What follows belongs to an exercise in optimizing a design on an open flow for small area; a production flow would make more cautious choices. Only simulation tests tie the RTL to the original design; equivalence was not proved. Power and IR drop assume default switching activity.

File: flow/design.v
module tfac_alu (
    input  wire [1:0]  op,     
    input  wire [15:0] a,
    input  wire [15:0] b,
    output reg  [15:0] res,
    output wire        c       
);
    wire        sub = (op == 2'd1);
    wire [16:0] sum = {1'b0, a} + {1'b0, b ^ {16{sub}}} + {16'd0, sub};
    always @* begin
        case (op)
            2'd0, 2'd1: res = sum[15:0];
            2'd2:       res = a & b;
            default:    res = a | b;
        endcase
    end
    assign c = sum[16] ^ sub;
endmodule
module tfac_core (
    input  wire        clk,
    input  wire        rst,               
    input  wire        cfg_decode_halt,   
    input  wire        cfg_mem_halt,      
    input  wire [3:0]  bp_en,
    input  wire [63:0] bp_addr,           
    input  wire        resume,            
    output wire        paused,
    output wire        halted,
    output reg         ram_req,
    output reg         ram_we,
    output reg  [12:0] ram_addr,
    output reg  [15:0] ram_wdata,
    input  wire        ram_gnt,
    input  wire [15:0] ram_rdata,         
    output reg         cin_req,
    output reg         cin_int,           
    input  wire        cin_valid,
    input  wire        cin_eof,
    input  wire [15:0] cin_data,
    output reg         cout_valid,
    output reg         cout_int,          
    output reg  [15:0] cout_data,
    input  wire        cout_ready,
    output reg         diag_valid,
    output reg  [2:0]  diag_code,
    output reg  [15:0] diag_addr,
    output reg  [15:0] diag_data,
    input  wire [3:0]  dbg_sel,
    output wire [15:0] dbg_data,
    output wire        flag_z,
    output wire        flag_c,
    output wire [15:0] ir
);
    localparam S_FETCH  = 4'd0;    
    localparam S_INCPC  = 4'd1;    
    localparam S_ACCF   = 4'd2;    
    localparam S_RDF    = 4'd3;    
    localparam S_EX1    = 4'd4;    
    localparam S_EX2    = 4'd5;    
    localparam S_SHIFT  = 4'd6;    
    localparam S_ACCD   = 4'd7;    
    localparam S_RDD    = 4'd8;    
    localparam S_POP2   = 4'd9;    
    localparam S_END    = 4'd10;   
    localparam S_PAUSED = 4'd11;
    localparam S_HALTED = 4'd12;
    localparam A_ADD = 2'd0, A_SUB = 2'd1, A_AND = 2'd2, A_OR = 2'd3;
    localparam B_T = 3'd0, B_I6 = 3'd1, B_I8 = 3'd2, B_ZERO = 3'd3, B_ONE = 3'd4;
    reg [15:0] regs [0:15];
    reg        z_q, c_q;
    reg [15:0] ir_q;
    reg [15:0] t_q;
    reg [3:0]  state;
    reg [4:0]  cnt;
    reg        kill;
    reg        bp_hit;
    reg        mem_diag;
    assign paused = (state == S_PAUSED);
    assign halted = (state == S_HALTED);
    assign flag_z = z_q;
    assign flag_c = c_q;
    assign ir     = ir_q;
    wire [3:0]  op    = ir_q[3:0];
    wire [3:0]  f74   = ir_q[7:4];
    wire [3:0]  f118  = ir_q[11:8];
    wire [3:0]  f1512 = ir_q[15:12];
    wire [3:0]  rd3   = {1'b0, ir_q[6:4]};
    wire [3:0]  rn3   = {1'b0, ir_q[9:7]};
    wire [15:0] imm6  = {{10{ir_q[15]}}, ir_q[15:10]};
    wire [15:0] imm8  = {{8{ir_q[15]}}, ir_q[15:8]};
    wire is_sys   = (op == 4'h0);
    wire is_halt  = is_sys && (f74 == 4'h0);
    wire is_cmpr  = is_sys && (f74 == 4'h1);
    wire is_push  = is_sys && (f74 == 4'h2);
    wire is_pop   = is_sys && (f74 == 4'h3);
    wire is_jump  = (op == 4'h1);
    wire is_mov   = (op == 4'h2);
    wire is_ldr   = (op == 4'h3);
    wire is_str   = (op == 4'h4);
    wire is_alu4  = (op >= 4'h5) && (op <= 4'h8);
    wire is_shift = (op == 4'h9) || (op == 4'hA);
    wire is_aluI  = (op == 4'hB) || (op == 4'hC);
    wire is_cmpi  = (op == 4'hD);
    wire illegal  = (is_sys && (f74 > 4'h3)) || (is_jump && (f74 > 4'h4)) ||
                    (op == 4'hE) || (op == 4'hF);
    reg jump_taken;
    always @* begin
        case (f74[2:0])
            3'd0:    jump_taken = 1'b1;
            3'd1:    jump_taken = z_q;
            3'd2:    jump_taken = !z_q;
            3'd3:    jump_taken = c_q;
            default: jump_taken = !c_q;
        endcase
    end
    wire acc_we   = (state == S_ACCD) && (is_str || is_push);
    wire in_acc   = (state == S_ACCF) || (state == S_ACCD);
    wire acc_ram  = (t_q[15:13] == 3'b000);
    wire io_page  = (t_q[15:2] == 14'h3C00);
    wire acc_cin  = io_page && !acc_we && !t_q[0];
    wire acc_cout = io_page &&  acc_we &&  t_q[0];
    wire acc_bad  = !acc_ram && !acc_cin && !acc_cout;
    reg  [3:0]  rsel;
    reg         a_t;
    reg  [2:0]  bsel;
    reg  [1:0]  aop;
    reg         t_we, t_shr;
    reg         r_we;
    reg  [3:0]  wsel;
    reg         w_mem;
    reg         z_we, c_we;
    reg  [3:0]  nstate;
    wire [15:0] rp = regs[rsel];
    assign dbg_data = rp;
    reg  [15:0] bval;
    always @* begin
        case (bsel)
            B_T:     bval = t_q;
            B_I6:    bval = imm6;
            B_I8:    bval = imm8;
            B_ONE:   bval = 16'd1;
            default: bval = 16'd0;
        endcase
    end
    wire [15:0] aval = a_t ? t_q : rp;
    wire [15:0] alu_res;
    wire        alu_c;
    tfac_alu u_alu (.op(aop), .a(aval), .b(bval), .res(alu_res), .c(alu_c));
    wire        alu_z = (alu_res == 16'h0000);
    wire        rd_ram   = (state == S_RDF) || (state == S_RDD);
    wire [15:0] cin_word = cin_eof ? 16'h0000 :
                           (t_q[1] ? cin_data : {8'h00, cin_data[7:0]});
    wire [15:0] memval   = rd_ram ? ram_rdata : ((acc_cin && cin_valid) ? cin_word : 16'h0000);
    wire        acc_done_rd = in_acc && !acc_we &&
                              ((acc_cin && cin_valid) || acc_bad);
    wire [15:0] wbus = w_mem ? memval : alu_res;
    always @* begin
        rsel   = 4'd15;
        a_t    = 1'b0;
        bsel   = B_ZERO;
        aop    = A_OR;
        t_we   = 1'b0;
        t_shr  = 1'b0;
        r_we   = 1'b0;
        wsel   = f74;
        w_mem  = 1'b0;
        z_we   = 1'b0;
        c_we   = 1'b0;
        nstate = state;
        case (state)
            S_FETCH: begin
                t_we   = 1'b1;
                nstate = S_INCPC;
            end
            S_INCPC: begin
                bsel   = B_ONE;
                aop    = A_ADD;
                r_we   = 1'b1;
                wsel   = 4'd15;
                nstate = S_ACCF;
            end
            S_ACCF: begin
                if (acc_ram) begin
                    if (ram_gnt) nstate = S_RDF;
                end else if (acc_done_rd)
                    nstate = S_EX1;
            end
            S_RDF: nstate = S_EX1;
            S_EX1: begin
                nstate = S_END;
                if (illegal) begin
                    if (cfg_decode_halt) nstate = S_HALTED;
                end else if (is_halt) begin
                    nstate = S_HALTED;
                end else if (is_alu4 || is_cmpr) begin
                    rsel   = f1512;
                    t_we   = 1'b1;
                    nstate = S_EX2;
                end else if (is_shift) begin
                    rsel   = f1512;
                    nstate = S_EX2;
                end else if (is_aluI) begin
                    rsel   = rn3;
                    bsel   = B_I6;
                    aop    = op[0] ? A_ADD : A_SUB;
                    r_we   = 1'b1;
                    wsel   = rd3;
                    z_we   = 1'b1;
                    c_we   = 1'b1;
                end else if (is_cmpi) begin
                    rsel   = f74;
                    bsel   = B_I8;
                    aop    = A_SUB;
                    z_we   = 1'b1;
                    c_we   = 1'b1;
                end else if (is_mov) begin
                    aop    = A_AND;
                    t_we   = 1'b1;
                    nstate = S_EX2;
                end else if (is_jump) begin
                    bsel   = B_I8;
                    aop    = A_ADD;
                    r_we   = jump_taken;
                    wsel   = 4'd15;
                end else if (is_ldr || is_str) begin
                    rsel   = rn3;
                    bsel   = B_I6;
                    aop    = A_ADD;
                    t_we   = 1'b1;
                    nstate = S_ACCD;
                end else if (is_push) begin
                    rsel   = 4'd14;
                    bsel   = B_ONE;
                    aop    = A_SUB;
                    t_we   = 1'b1;
                    r_we   = 1'b1;
                    wsel   = 4'd14;
                    nstate = S_ACCD;
                end else begin  
                    rsel   = 4'd14;
                    t_we   = 1'b1;
                    nstate = S_ACCD;
                end
            end
            S_EX2: begin
                nstate = S_END;
                rsel   = f118;
                if (is_shift) begin
                    t_we   = 1'b1;
                    nstate = S_SHIFT;
                end else if (is_mov) begin
                    a_t    = 1'b1;
                    bsel   = B_I8;
                    r_we   = 1'b1;
                end else begin
                    bsel   = B_T;
                    aop    = is_cmpr ? A_SUB : (op - 4'h5);
                    r_we   = !is_cmpr;
                    z_we   = 1'b1;
                    c_we   = 1'b1;
                end
            end
            S_SHIFT: begin
                a_t = 1'b1;
                if (cnt != 5'd0 && !kill) begin
                    if (op[0]) begin
                        bsel = B_T;
                        aop  = A_ADD;
                        t_we = 1'b1;
                    end else
                        t_shr = 1'b1;
                end else begin
                    aop    = kill ? A_AND : A_OR;
                    r_we   = 1'b1;
                    z_we   = 1'b1;
                    nstate = S_END;
                end
            end
            S_ACCD: begin
                rsel = is_str ? rd3 : f118;
                wsel = is_ldr ? rd3 : f118;
                w_mem = 1'b1;
                if (acc_ram) begin
                    if (ram_gnt) nstate = acc_we ? S_END : S_RDD;
                end else if (acc_cout) begin
                    if (cout_ready) nstate = S_END;
                end else if (acc_we) begin
                    nstate = S_END;         
                end else if (acc_done_rd) begin
                    r_we   = 1'b1;
                    nstate = is_pop ? S_POP2 : S_END;
                end
            end
            S_RDD: begin
                wsel   = is_ldr ? rd3 : f118;
                w_mem  = 1'b1;
                r_we   = 1'b1;
                nstate = is_pop ? S_POP2 : S_END;
            end
            S_POP2: begin
                rsel   = 4'd14;
                bsel   = B_ONE;
                aop    = A_ADD;
                r_we   = 1'b1;
                wsel   = 4'd14;
                nstate = S_END;
            end
            S_END: begin
                if (cfg_mem_halt && mem_diag) nstate = S_HALTED;
                else if (bp_hit)              nstate = S_PAUSED;
                else                          nstate = S_FETCH;
            end
            S_PAUSED: begin
                rsel = dbg_sel;
                if (resume) nstate = S_FETCH;
            end
            S_HALTED: rsel = dbg_sel;
            default:  nstate = S_HALTED;
        endcase
    end
    always @* begin
        ram_req    = in_acc && acc_ram;
        ram_we     = acc_we;
        ram_addr   = t_q[12:0];
        ram_wdata  = rp;
        cin_req    = in_acc && acc_cin;
        cin_int    = t_q[1];
        cout_valid = in_acc && acc_cout;
        cout_int   = t_q[1];
        cout_data  = t_q[1] ? rp : {8'h00, rp[7:0]};
        diag_addr  = t_q;
        diag_valid = 1'b0;
        diag_code  = 3'd2;
        diag_data  = 16'h0000;
        if (state == S_EX1) begin
            diag_valid = illegal;
            diag_code  = 3'd1;
            diag_data  = ir_q;
        end else if (in_acc) begin
            if (acc_bad) begin
                diag_valid = 1'b1;
                diag_code  = acc_we ? 3'd3 : 3'd2;
                diag_data  = acc_we ? rp : 16'h0000;
            end else if (acc_cin && cin_valid && cin_eof) begin
                diag_valid = 1'b1;
                diag_code  = 3'd4;
            end
        end
    end
    reg bp_m;
    integer k;
    always @* begin
        bp_m = 1'b0;
        for (k = 0; k < 4; k = k + 1)
            if (bp_en[k] && (bp_addr[16*k +: 16] == t_q))
                bp_m = 1'b1;
    end
    integer i;
    always @(posedge clk) begin
        for (i = 0; i < 16; i = i + 1)
            if (rst || (r_we && wsel == i))
                regs[i] <= rst ? ((i == 14) ? 16'h2000 : 16'h0000) : wbus;
    end
    always @(posedge clk) begin
        if (t_we)
            t_q <= alu_res;
        else if (t_shr)
            t_q <= {1'b0, t_q[15:1]};
    end
    always @(posedge clk) begin
        if ((state == S_RDF) || ((state == S_ACCF) && acc_done_rd))
            ir_q <= memval;
    end
    always @(posedge clk) begin
        if (state == S_ACCF)
            bp_hit <= bp_m;
        if (state == S_EX1) begin
            cnt  <= rp[4:0];
            kill <= (rp[15:5] != 11'd0) || (rp[4] && (rp[3:0] != 4'd0));
        end else if (state == S_SHIFT)
            cnt  <= cnt - 5'd1;
    end
    always @(posedge clk) begin
        if (rst) begin
            state    <= S_FETCH;
            z_q      <= 1'b0;
            c_q      <= 1'b0;
            mem_diag <= 1'b0;
        end else begin
            state <= nstate;
            if (z_we)
                z_q <= alu_z;
            if (c_we)
                c_q <= alu_c && !aop[1];
            else if (state == S_EX2 && is_shift)
                c_q <= 1'b0;
            else if (state == S_SHIFT)
                c_q <= (cnt != 5'd0 && !kill) ? (op[0] ? t_q[15] : t_q[0]) : (c_q && !kill);
            if (state == S_FETCH)
                mem_diag <= 1'b0;
            else if (diag_valid && in_acc)
                mem_diag <= 1'b1;
        end
    end
endmodule
File: flow/run.sh
#!/bin/bash
# synth_recipe.tcl (not shown) runs the flow's synth.tcl, then flattens the netlist and writes it again
# the make line also repeats each setting of config.mk as NAME=value (left out here)
make -C /OpenROAD-flow-scripts/flow DESIGN_CONFIG=/design/flow/config.mk WORK_HOME=/design/flow/orfs CLKGATE_MAP_FILE= SYNTH_SCRIPT=/design/flow/synth_recipe.tcl finish
File: flow/config.mk
export PLATFORM = sky130hd
export DESIGN_NAME = tfac_core
export DESIGN_NICKNAME = tfac_core
export VERILOG_FILES = /design/flow/design.v
export SDC_FILE = /design/flow/constraint.sdc
export NUM_CORES = 4
export LEC_CHECK = 0
export CAP_MARGIN = 20
export CORE_MARGIN = 2
export CORE_UTILIZATION = 40
export PLACE_DENSITY = 0.6
export SLEW_MARGIN = 20
File: flow/constraint.sdc
create_clock -name core_clock -period 10.0 [get_ports {clk}]
set_input_delay 2.0000 -clock core_clock [delete_from_list [all_inputs] [get_ports {clk}]]
set_output_delay 2.0000 -clock core_clock [all_outputs]
set_load 0.01 [all_outputs]
==> reports/results.ini <==
[cts]
cts-resized-gates=0
clkTransAtPathRegs_ps=60
root_buffer=clkbuf_16
ctsHoldBuffers=0
cts_setup_buffers=0
insertion_delay_ps=560
cts_sinks=302
cts_buffers=35
clockBufferDepth=3
cts_tree=yes
cts.htree.levels=2

[synthesis]
syn_inst=1711
async_reset_ff_share_pct=0
synth_top_area_share_pct=49.1
syn-cell-area_um2=18100
seq_area_frac_synth_pct=49.8
synth_area_leaders=edfxtp_1, nand2_1, xnor2_1
ys_seq_elements=302
synthMostInstantiatedCell=edfxtp_1
synth_largest_area_cell=edfxtp_1
postSynthAreaPerCell_um2=10.6
synthDistinctLibCells=115
synth_common_cells=edfxtp_1, nand2_1, nor2_1
yosysWarnings=3
syn-num-nets=1846
synth_edf_count=295
synthFlopType=edfxtp_1

[placed_design]
hpwl_um=51900
dp_cells=2464
io_buffers=235
placed_cell_area_um2=21000
globalplace.congestion=0.948

[drt]
final_antenna_net_count=0
drtPass1Iterations=5
routed_wl_um=72800
vias=16011
drt_iter0_markers=1974
drc_errors=0
route.detailed.wl_per_inst_um=28.8
vias_per_cell=6.34

[final_layout]
ff_latch_area_um2=9000
post-route-util_pct=49.8
multi_input_area_um2=8240
fin_nets=2044
fill_cells=4036
antenna_cells=0
syn2layout_area_growth_pct=22.6
final_cell_area_um2=22100
fin_cells=2525
drive_above_1_share_pct=11.3

[die]
io_pins=236
die_h_um=216
rows=77
die_w_um=216
initial_core_util_pct=40.6
die_area_um2=46800
core_area_um2=44400

[timing]
hold_ws_ps=547
finalSetupViolCount=0
worstMarginPinSlew_ps=1130
finalSetupTns_ps=0
hold_violations=0
fin_worst_skew_ps=24.4
rsz0062_at_grt=false
slew_violations=0
min_period_ps=8710
final.period_utilization_pct=87.1
slew_headroom_pct=24.5
fmax_mhz=115

[setup_path]
crit_required_ps=8000
reg2reg_slack_ps=1620
crit_top_cell=a21oi_1
regToRegEndpoint=regs[4][14]
startpoint_type=flip-flop
path_max_fanout=11
cp_num_buf_inv=2
critPathTopFamily=compound AO/OA/AOI/OAI gates
cp_cell_sequence=inv_1 > ha_1 > nor2_1 > nor2_2 > nor3_2 > o211ai_2 > a22oi_1 > nand3_1 > a21oi_1 > a221oi_1 > a21oi_1 > a22o_1 > clkdlybuf4s50_1
rr_worst_depth=27
crit_type=reg2out
slowest_delay_ps=940
critPathArrivalTime_ps=6710
crit_path_end_kind=output port
r2r-start=ir_q[0]
cpMaxStageDelayCell=a22oi_1

[min_path]
holdPathEnd=mem_diag
hold_class=reg2reg
worstHoldPathCells=2
worstHoldStart=mem_diag

[global_routing]
use_met2_pct=50.4
grt_usage_pct=30.7
grt_pass1_vias=15408
grt_pass1_wl_um=106000
grtUsageMet3_pct=5.73
grt-ovfl-total=0
busiest_layer=met2
grt_max_degree=38
grt_antenna_before_repair=0
met1_usage_pct=40.0

[power_and_ir_drop]
cellPowerDensity_nw_per_um2=456
leakage_nw=7.75
irDropWorstVdd_uv=238

[run_status]
outcome=complete, no violations

[flow_run]
maxCapViolations=0

==> per-layer routing <==
layer | vias up | part of all wire, %
met1 | 7885 | 39
li1 | 6957 | -
met3 | 163 | 9.4
met4 | 0 | 4.1
met5 | - | 0
met2 | 1006 | 47
==> report_power, final <==
part           leakage (nW)  internal [mW]  switching, mW
Clock                 0.542          0.733          0.554
Sequential             3.06           2.45          0.397
Combinational          4.15           2.24           3.74
Total                  7.75           5.42           4.69
==> cell families after synthesis <==
logic type | after synthesis | share of synthesized area [%]
flops | 302 | 49.8
fa+ha+maj | 24 | 1.68
compound gates | 472 | 18.9
mux | 53 | 3.26
simple gates | 589 | 16.9
buf+inv | 182 | 5.12
xor+xnor | 89 | 4.32
==> state kept, by name, summed over array words and instances, names as in the netlist <==
| signal | flops |
|---|---|
| t_q | 16 |
| cnt | 5 |
| ir_q | 16 |
| c_q | 1 |
| state | 4 |
| bp_hit | 1 |
| mem_diag | 1 |
| z_q | 1 |
| kill | 1 |
| regs | 256 |
==> per-stage QoR <==
step                setup slack, ps  total power, mW
detailed placement             1360             8.69
CTS                            1450             10.0
global route                   1070             10.6
floorplan                      2710             6.29
finish                         1290             10.1
global placement               1430             8.65
==> worst min-delay path: stages (launching register included) <==
cell and delay (ps):
dfxtp_1 320, nor2_1 130, nor3_1 60
==> placed cells by master, fill, tap and decap left out, types with 32 or more instances in the layout <==
cell,count
edfxtp_1,295
clkdlybuf4s50_1,235
nand2_1,179
nor2_1,102
a21oi_1,83
o21ai_0,77
buf_4,76
xnor2_1,75
nand3_1,58
nor3_1,52
nand4_1,36
clkbuf_16,35
inv_1,32
a211oi_1,32
a22o_1,32
==> cell type report <==
cell class              count  area share, %
inverters                  32          0.543
clock buffers              42           4.07
multi-input cells        1227           37.2
flip-flops and latches    302           40.6
well taps                 592           3.35
clock inverters            19          0.961
repair buffers            311           13.2
==> worst max-delay path by stage <==
stage,cells after the start,end,start
finish,13,diag_data[11],ir_q[0]
global route,28,regs[4][14],ir_q[0]
CTS,13,diag_data[11],ir_q[0]
detailed placement,21,regs[10][11],dbg_sel[0]
global placement,25,regs[4][14],dbg_sel[3]
floorplan,27,regs[0][14],dbg_sel[0]

## static timing again, ports no longer ideal
The flow's constraints put no driver on any port. The routed layout listed below was extracted and timed again, unchanged, in two steps.
Step 1, drivers: a clkbuf_16 drives clk and a buf_2 each remaining input, both assumed.
Step 2 adds t to the input delays and takes it off the output delays; t is the mean of the earliest and latest rising clock arrival at the registers after step 1. Input paths then give back, and output paths get back, about the clock's delay inside the block.
Slacks: ideal / step 1 / step 2; pairs: ideal / step 1.
shift t [ns]: 0.605
slack for setup (ns): 1.292 / 1.237 / 1.207
worst hold slack (ns): 0.547 / 0.547 / 0.547
worst register clock-pin slew, ns: 0.07 / 0.07
cell pins on the clock port's net: 1
After both steps this run still meets setup and hold. For this run, drivers alone change the setup slack by -0.055 ns; drivers and shift together by -0.085 ns.
